Background: an optimization exercise with open tools, aiming at a short achievable clock period, few clock cycles and low power. Do not read the settings as production practice. Power is estimated from default activity; no workload was simulated.

==> job 9123: inputs <==
==> flow/design.v <==
module e20_core (
    input  wire        clk,
    input  wire        rst,          
    output reg         mem_req,
    output reg         mem_we,
    output reg  [12:0] mem_addr,
    output reg  [15:0] mem_wdata,
    input  wire        mem_gnt,
    input  wire        mem_rvalid,
    input  wire [15:0] mem_rdata,
    output reg         halted
);
    localparam [2:0] OP_RRR  = 3'b000, OP_ADDI = 3'b001, OP_J   = 3'b010,
                     OP_JAL  = 3'b011, OP_LW   = 3'b100, OP_SW  = 3'b101,
                     OP_JEQ  = 3'b110, OP_SLTI = 3'b111;
    localparam [3:0] F_ADD = 4'b0000, F_SUB = 4'b0001, F_OR = 4'b0010,
                     F_AND = 4'b0011, F_SLT = 4'b0100, F_JR = 4'b1000;
    reg [15:0] regs [1:7];
    reg [12:0] pc;         
    reg [12:0] fa;         
    reg        req_data;   
    reg [15:0] ibuf;       
    reg        ibuf_v;
    reg [2:0]  q_v, q_ld, q_dr;
    reg        smc_q;      
    reg        ld_pend;    
    reg [2:0]  ld_d;       
    wire acc       = mem_req & mem_gnt;
    wire acc_read  = acc & ~mem_we;
    wire acc_fetch = acc & ~req_data;
    wire data_wait = mem_req & req_data & ~mem_gnt;    
    wire resp_ld   = mem_rvalid & q_ld[0];
    wire resp_ins  = mem_rvalid & ~q_ld[0] & ~q_dr[0];    
    wire        ivalid = (ibuf_v | resp_ins) & ~halted & ~smc_q;
    wire [15:0] ir     = ibuf_v ? ibuf : mem_rdata;
    wire [2:0]  op     = ir[15:13];
    wire [2:0]  ra     = ir[12:10];
    wire [2:0]  rb     = ir[9:7];
    wire [2:0]  rd_rrr = ir[6:4];
    wire [3:0]  func   = ir[3:0];
    wire [6:0]  imm7   = ir[6:0];
    wire [12:0] imm13  = ir[12:0];
    wire [15:0] simm   = {{9{imm7[6]}}, imm7};
    wire [15:0] va = (ra == 3'd0) ? 16'd0 : regs[ra];
    wire [15:0] vb = (rb == 3'd0) ? 16'd0 : regs[rb];
    wire [12:0] npc   = pc + 13'd1;
    wire is_rrr  = (op == OP_RRR);
    wire is_lw   = (op == OP_LW);
    wire is_sw   = (op == OP_SW);
    wire is_j    = (op == OP_J);
    wire is_jal  = (op == OP_JAL);
    wire is_jeq  = (op == OP_JEQ);
    wire is_jr   = is_rrr & (func == F_JR);
    wire is_halt = is_j & (imm13 == pc);
    wire        sub   = is_rrr ? (func == F_SUB | func == F_SLT) : (op == OP_SLTI);
    wire [15:0] bop   = (is_rrr ? vb : simm) ^ {16{sub}};
    wire [16:0] sum_s = {1'b0, va} + {1'b0, bop} + {16'd0, sub};
    wire [15:0] sum   = sum_s[15:0];
    wire        lt    = ~sum_s[16];
    wire [12:0] ea    = sum[12:0];
    reg        wr;
    reg [2:0]  dst;
    reg [15:0] res;
    always @(*) begin
        wr  = 1'b0;
        dst = rb;
        res = sum;
        case (op)
            OP_RRR: begin
                dst = rd_rrr;
                wr  = (func[3:1] == 3'b000) | (func[3:1] == 3'b001) | (func == F_SLT);
                case (func)
                    F_OR:    res = va | vb;
                    F_AND:   res = va & vb;
                    F_SLT:   res = {15'd0, lt};
                    default: res = sum;
                endcase
            end
            OP_ADDI: wr = 1'b1;
            OP_SLTI: begin wr = 1'b1; res = {15'd0, lt}; end
            OP_JAL:  begin wr = 1'b1; dst = 3'd7; res = {3'd0, npc}; end
            default: ;
        endcase
    end
    wire wr_nz = wr & (dst != 3'd0);
    wire rd_a = ~(is_j | is_jal);
    wire rd_b = is_rrr | is_sw | is_jeq;
    wire ld_hit = ld_pend & ((rd_a & ra == ld_d) | (rd_b & rb == ld_d) |
                             (wr_nz & dst == ld_d));
    wire stall = ld_hit
               | (resp_ld & wr_nz)                          
               | ((is_lw | is_sw) & data_wait)
               | (is_lw & ld_pend & ~resp_ld)
               | (is_halt & data_wait);
    wire exec = ivalid & ~stall;
    wire        eq      = (va == vb);
    wire [12:0] br_tgt  = npc + simm[12:0];
    wire        tk_jeq  = is_jeq & eq & (imm7 != 7'd0);
    wire        tk_j    = (is_j | is_jal) & (imm13 != npc) & ~is_halt;
    wire        tk_jr   = is_jr;
    reg  [12:0] tgt;
    always @(*) begin
        if (is_jeq)     tgt = br_tgt;
        else if (is_jr) tgt = va[12:0];
        else            tgt = imm13;
    end
    wire taken = exec & (tk_jeq | tk_j | tk_jr);
    wire overflow = ibuf_v & resp_ins & stall & ~halted & ~smc_q;
    wire smc      = exec & is_sw & ((ea == npc) | (ea == npc + 13'd1) | (ea == npc + 13'd2));
    wire refetch  = overflow | smc_q;
    wire redirect = taken | refetch;
    wire [12:0] fa1  = fa + 13'd1;
    wire [12:0] fa_n = taken ? tgt : refetch ? pc : acc_fetch ? fa1 : fa;
    wire mem_go  = exec & (is_sw | (is_lw & rb != 3'd0));
    wire halt_go = exec & is_halt;
    wire       pop  = mem_rvalid;
    wire [2:0] s_v  = pop ? {1'b0, q_v[2:1]}  : q_v;
    wire [2:0] s_ld = pop ? {1'b0, q_ld[2:1]} : q_ld;
    wire [2:0] s_dr = (pop ? {1'b0, q_dr[2:1]} : q_dr) | ({3{redirect}} & ~s_ld);
    wire [2:0] slot = ~s_v & {s_v[1:0], 1'b1};        
    wire [2:0] push = {3{acc_read}} & slot;
    wire       can_fetch = ~s_v[1] & ~(s_v[0] & acc_read);
    integer i;
    always @(posedge clk) begin
        if (rst) begin
            mem_req   <= 1'b1;
            mem_we    <= 1'b0;
            mem_addr  <= 13'd0;
            mem_wdata <= 16'd0;
            req_data  <= 1'b0;
            halted    <= 1'b0;
            pc        <= 13'd0;
            fa        <= 13'd0;
            ibuf      <= 16'd0;
            ibuf_v    <= 1'b0;
            q_v <= 3'd0; q_ld <= 3'd0; q_dr <= 3'd0;
            ld_pend   <= 1'b0;
            ld_d      <= 3'd0;
            smc_q     <= 1'b0;
            for (i = 1; i < 8; i = i + 1)
                regs[i] <= 16'd0;
        end else begin
            if (resp_ld & ld_pend) begin
                if (ld_d != 3'd0) regs[ld_d] <= mem_rdata;
            end else if (exec & wr_nz) begin
                regs[dst] <= res;
            end
            if (resp_ld) ld_pend <= 1'b0;
            if (exec & is_lw & rb != 3'd0) begin
                ld_pend <= 1'b1;
                ld_d    <= rb;
            end
            if (exec) pc <= taken ? tgt : npc;
            if (halt_go) halted <= 1'b1;
            smc_q <= smc;
            if (refetch) begin
                ibuf_v <= 1'b0;
            end else if (ibuf_v) begin
                if (exec) begin
                    ibuf_v <= resp_ins & ~redirect;
                    ibuf   <= mem_rdata;
                end
            end else if (resp_ins & ~exec) begin
                ibuf_v <= 1'b1;
                ibuf   <= mem_rdata;
            end
            q_v  <= s_v | push;
            q_ld <= (s_ld & ~push) | (push & {3{req_data}});
            q_dr <= (s_dr & ~push) | (push & {3{redirect & ~req_data}});
            fa <= fa_n;
            if (mem_go) begin
                mem_req   <= 1'b1;
                mem_we    <= is_sw;
                mem_addr  <= ea;
                mem_wdata <= vb;
                req_data  <= 1'b1;
            end else if (data_wait) begin
            end else if (halt_go | halted) begin
                mem_req   <= 1'b0;
                req_data  <= 1'b0;
            end else begin
                mem_req   <= can_fetch;
                mem_we    <= 1'b0;
                mem_addr  <= fa_n;
                req_data  <= 1'b0;
            end
        end
    end
endmodule
==> flow/run.sh <==
#!/bin/bash
# synth_recipe.tcl (not shown) runs the flow's synth.tcl, then flattens the netlist and writes it again
# the make line also repeats each setting of config.mk as NAME=value (left out here)
make -C /OpenROAD-flow-scripts/flow DESIGN_CONFIG=/design/flow/config.mk WORK_HOME=/design/flow/orfs CLKGATE_MAP_FILE= SYNTH_SCRIPT=/design/flow/synth_recipe.tcl finish
==> flow/config.mk <==
export PLATFORM = sky130hd
export DESIGN_NAME = e20_core
export DESIGN_NICKNAME = e20_core
export VERILOG_FILES = /design/flow/design.v
export SDC_FILE = /design/flow/constraint.sdc
export NUM_CORES = 4
export LEC_CHECK = 0
export ABC_CLOCK_PERIOD_IN_PS = 3000
export CAP_MARGIN = 20
export CORE_MARGIN = 2
export CORE_UTILIZATION = 40
export PLACE_DENSITY = 0.6
export SETUP_SLACK_MARGIN = 3.0
export SLEW_MARGIN = 20
==> flow/constraint.sdc <==
create_clock -name core_clock -period 8.0 [get_ports {clk}]
set_input_delay 1.6000 -clock core_clock [delete_from_list [all_inputs] [get_ports {clk}]]
set_output_delay 1.6000 -clock core_clock [all_outputs]
set_load 0.01 [all_outputs]
==> inputs of job 8913, as changes to job 9123 <==
==> flow/design.v (replaced) <==
module e20_core (
    input  wire        clk,
    input  wire        rst,          
    output reg         mem_req,
    output reg         mem_we,
    output reg  [12:0] mem_addr,
    output wire [15:0] mem_wdata,
    input  wire        mem_gnt,
    input  wire        mem_rvalid,
    input  wire [15:0] mem_rdata,
    output reg         halted
);
    localparam [2:0] OP_RRR  = 3'b000, OP_ADDI = 3'b001, OP_J   = 3'b010,
                     OP_JAL  = 3'b011, OP_LW   = 3'b100, OP_SW  = 3'b101,
                     OP_JEQ  = 3'b110, OP_SLTI = 3'b111;
    localparam [3:0] F_ADD = 4'b0000, F_SUB = 4'b0001, F_OR = 4'b0010,
                     F_AND = 4'b0011, F_SLT = 4'b0100, F_JR = 4'b1000;
    reg [15:0] regs [1:7];
    reg [12:0] pc;         
    reg        req_data;   
    reg [2:0]  q_v, q_ld, q_dr;
    reg        st_q;       
    reg [2:0]  st_s;       
    reg        ld_pend;    
    reg [2:0]  ld_d;       
    wire acc       = mem_req & mem_gnt;
    wire acc_read  = acc & ~mem_we;
    wire acc_fetch = acc & ~req_data;
    wire data_wait = mem_req & req_data & ~mem_gnt;    
    wire resp_ld   = mem_rvalid & q_ld[0];
    wire resp_ins  = mem_rvalid & ~q_ld[0] & ~q_dr[0];    
    wire [12:0] npc = pc + 13'd1;
    wire smc = st_q & ((mem_addr == pc) | (mem_addr == npc) | (mem_addr == pc + 13'd2));
    assign mem_wdata = (st_s == 3'd0) ? 16'd0 : regs[st_s];
    wire        ivalid = resp_ins & ~halted & ~smc;
    wire [15:0] ir     = mem_rdata;
    wire [2:0]  op     = ir[15:13];
    wire [2:0]  ra     = ir[12:10];
    wire [2:0]  rb     = ir[9:7];
    wire [2:0]  rd_rrr = ir[6:4];
    wire [3:0]  func   = ir[3:0];
    wire [6:0]  imm7   = ir[6:0];
    wire [12:0] imm13  = ir[12:0];
    wire [15:0] simm   = {{9{imm7[6]}}, imm7};
    wire [15:0] va = (ra == 3'd0) ? 16'd0 : regs[ra];
    wire [15:0] vb = (rb == 3'd0) ? 16'd0 : regs[rb];
    wire [12:0] ea  = va[12:0] + simm[12:0];
    wire is_rrr  = (op == OP_RRR);
    wire is_lw   = (op == OP_LW);
    wire is_sw   = (op == OP_SW);
    wire is_j    = (op == OP_J);
    wire is_jal  = (op == OP_JAL);
    wire is_jeq  = (op == OP_JEQ);
    wire is_jr   = is_rrr & (func == F_JR);
    wire is_halt = is_j & (imm13 == pc);
    reg        wr;
    reg [2:0]  dst;
    reg [15:0] res;
    always @(*) begin
        wr  = 1'b0;
        dst = rb;
        res = va + simm;
        case (op)
            OP_RRR: begin
                dst = rd_rrr;
                wr  = (func[3:1] == 3'b000) | (func[3:1] == 3'b001) | (func == F_SLT);
                case (func)
                    F_ADD:   res = va + vb;
                    F_SUB:   res = va - vb;
                    F_OR:    res = va | vb;
                    F_AND:   res = va & vb;
                    default: res = {15'd0, va < vb};
                endcase
            end
            OP_ADDI: wr = 1'b1;
            OP_SLTI: begin wr = 1'b1; res = {15'd0, va < simm}; end
            OP_JAL:  begin wr = 1'b1; dst = 3'd7; res = {3'd0, npc}; end
            default: ;
        endcase
    end
    wire wr_nz = wr & (dst != 3'd0);
    wire rd_a = ~(is_j | is_jal);
    wire rd_b = is_rrr | is_sw | is_jeq;
    wire ld_hit = ld_pend & ((rd_a & ra == ld_d) | (rd_b & rb == ld_d) |
                             (wr_nz & dst == ld_d));
    wire stall = ld_hit
               | (resp_ld & wr_nz)                          
               | data_wait
               | (is_lw & ld_pend & ~resp_ld)
               | (is_halt & data_wait);
    wire exec = ivalid & ~stall;
    wire        eq      = (va == vb);
    wire [12:0] br_tgt  = npc + simm[12:0];
    wire        tk_jeq  = is_jeq & eq & (imm7 != 7'd0);
    wire        tk_j    = (is_j | is_jal) & (imm13 != npc) & ~is_halt;
    wire        tk_jr   = is_jr & (va[12:0] != npc);
    reg  [12:0] tgt;
    always @(*) begin
        if (is_jeq)     tgt = br_tgt;
        else if (is_jr) tgt = va[12:0];
        else            tgt = imm13;
    end
    wire taken = exec & (tk_jeq | tk_j | tk_jr);
    wire refetch  = (resp_ins & stall & ~halted) | smc;
    wire redirect = taken | refetch;
    wire [1:0]  n_live = {1'b0, q_v[0] & ~q_ld[0] & ~q_dr[0]}
                       + {1'b0, q_v[1] & ~q_ld[1] & ~q_dr[1]}
                       + {1'b0, q_v[2] & ~q_ld[2] & ~q_dr[2]}
                       + {1'b0, acc_fetch};
    wire [12:0] fa_n = taken ? tgt : refetch ? pc : pc + {11'd0, n_live};
    wire mem_go  = exec & (is_sw | (is_lw & rb != 3'd0));
    wire halt_go = exec & is_halt;
    wire       pop  = mem_rvalid;
    wire [2:0] s_v  = pop ? {1'b0, q_v[2:1]}  : q_v;
    wire [2:0] s_ld = pop ? {1'b0, q_ld[2:1]} : q_ld;
    wire [2:0] s_dr = (pop ? {1'b0, q_dr[2:1]} : q_dr) | ({3{redirect}} & ~s_ld);
    wire [2:0] slot = ~s_v & {s_v[1:0], 1'b1};        
    wire [2:0] push = {3{acc_read}} & slot;
    wire       can_fetch = ~s_v[1] & ~(s_v[0] & acc_read);
    wire [15:0] rf_wd = resp_ld ? mem_rdata : res;
    wire [2:0]  rf_wa = resp_ld ? ld_d : dst;
    wire        rf_wr = resp_ld | (exec & wr_nz);
    wire [7:0]  rf_we = {8{rf_wr}} & (8'd1 << rf_wa);
    integer i;
    always @(posedge clk) begin
        if (rst) begin
            mem_req   <= 1'b1;
            mem_we    <= 1'b0;
            mem_addr  <= 13'd0;
            req_data  <= 1'b0;
            halted    <= 1'b0;
            pc        <= 13'd0;
            q_v <= 3'd0; q_ld <= 3'd0; q_dr <= 3'd0;
            ld_pend   <= 1'b0;
            ld_d      <= 3'd0;
            st_q      <= 1'b0;
            st_s      <= 3'd0;
            for (i = 1; i < 8; i = i + 1)
                regs[i] <= 16'd0;
        end else begin
            for (i = 1; i < 8; i = i + 1)
                if (rf_we[i]) regs[i] <= rf_wd;
            if (resp_ld) ld_pend <= 1'b0;
            if (exec & is_lw & rb != 3'd0) begin
                ld_pend <= 1'b1;
                ld_d    <= rb;
            end
            if (exec) pc <= taken ? tgt : npc;
            if (halt_go) halted <= 1'b1;
            st_q <= exec & is_sw;
            q_v  <= s_v | push;
            q_ld <= (s_ld & ~push) | (push & {3{req_data}});
            q_dr <= (s_dr & ~push) | (push & {3{redirect & ~req_data}});
            if (mem_go) begin
                mem_req   <= 1'b1;
                mem_we    <= is_sw;
                mem_addr  <= ea;
                st_s      <= rb;
                req_data  <= 1'b1;
            end else if (data_wait) begin
            end else if (halt_go | halted) begin
                mem_req   <= 1'b0;
                req_data  <= 1'b0;
            end else begin
                mem_req   <= can_fetch;
                mem_we    <= 1'b0;
                mem_addr  <= fa_n;
                req_data  <= 1'b0;
            end
        end
    end
endmodule
--- a/flow/config.mk
+++ b/flow/config.mk
@@ -8,7 +8,10 @@
 export ABC_CLOCK_PERIOD_IN_PS = 3000
 export CAP_MARGIN = 20
 export CORE_MARGIN = 2
-export CORE_UTILIZATION = 40
-export PLACE_DENSITY = 0.6
+export CORE_UTILIZATION = 55
+export CTS_BUF_LIST = sky130_fd_sc_hd__clkbuf_16
+export CTS_CLUSTER_DIAMETER = 100
+export CTS_CLUSTER_SIZE = 20
+export PLACE_DENSITY = 0.75
 export SETUP_SLACK_MARGIN = 3.0
 export SLEW_MARGIN = 20
==> summary of the runs <==
- Between job 9123 and job 8913, the lower register-to-register slack is in job 9123 (gap 0.53 ns).
- Final cell count: job 9123 is higher than job 8913 (1.6%).
- Against job 9123, the cell area of job 8913 is smaller by 4.2%.
- In job 8913 the power is lower than in job 9123, by about 50%.
- Between job 8913 and job 9123, the lower first-iteration DRC count is in job 9123 (gap about 60%, measured against job 9123).
- Sequential share of layout area: job 9123 is higher than job 8913 (11 points).
- Global-route usage: job 8913 is higher than job 9123 (8.8 points).
- Against job 8913, the worst hold slack of job 9123 is higher by 0.0072 ns.
==> figures <==
item                                                                       job 8913                   job 9123
Result of the run                                                    finished clean             finished clean
Count of inserted antenna diode cells                                             1                          0
Worst setup path endpoint                                               regs[1][14]                      smc_q
Clock Sinks                                                                     159                        215
Total combinational power                                                    979 µW                    2850 µW
Cell type with the highest aggregate area in the netlist   sky130_fd_sc_hd__dfxtp_1  sky130_fd_sc_hd__edfxtp_1
Cell internal pwr                                                           1698 µW                    3175 µW
Clock network power                                                          834 µW                    1160 µW
Critical path buffers and inverters                                               4                          3
Switching fraction of total power                                            36.63%                     40.85%
Fraction of the mapped netlist area in simple logic gates                    19.86%                     19.35%
Met2 Routed Length                                                         27.31 mm                   29.47 mm
Multi-input combinational area share                                         66.51%                     51.90%
Non-clock inverters                                                             103                         73
DP Area                                                                  16,930 µm²                 17,240 µm²
FF-to-FF setup slack                                                        3.32 ns                    2.79 ns
Met1 capacity usage during global routing                                    51.21%                     37.67%
No run of this note included a check of the RTL's function; only the layout flow was run.

port drivers added, routing unchanged:
In the flow no input, the clock included, has a driving cell. The finished layouts below were timed again as built, in two steps.
Step 1 assumes that a clkbuf_16 drives the clock port and a buf_2 every other input.
Step 2, shift: input delay + t, output delay - t, t = (earliest + latest rising clock arrival at the registers) / 2. This alone moves slack from input paths to output paths.
Slacks: ideal / step 1 / step 2; pairs: ideal / step 1.
| run | t, ns | slack for setup (ns) | worst setup path after step 2 | worst register clock-pin slew, ns | worst slew at a driven data input, ns |
|---|---|---|---|---|---|
| job 9123 | 0.622 | 2.626 / 2.634 / 2.012 | input to register | 0.07 / 0.07 | 0.06 |
| job 8913 | 0.516 | 2.895 / 2.680 / 2.164 | input to register | 0.07 / 0.07 | 0.29 |
After both steps setup and hold are still met in every run listed. The setup slack of job 8913, which loses most, moves by -0.215 ns with the drivers and by -0.731 ns with both steps.
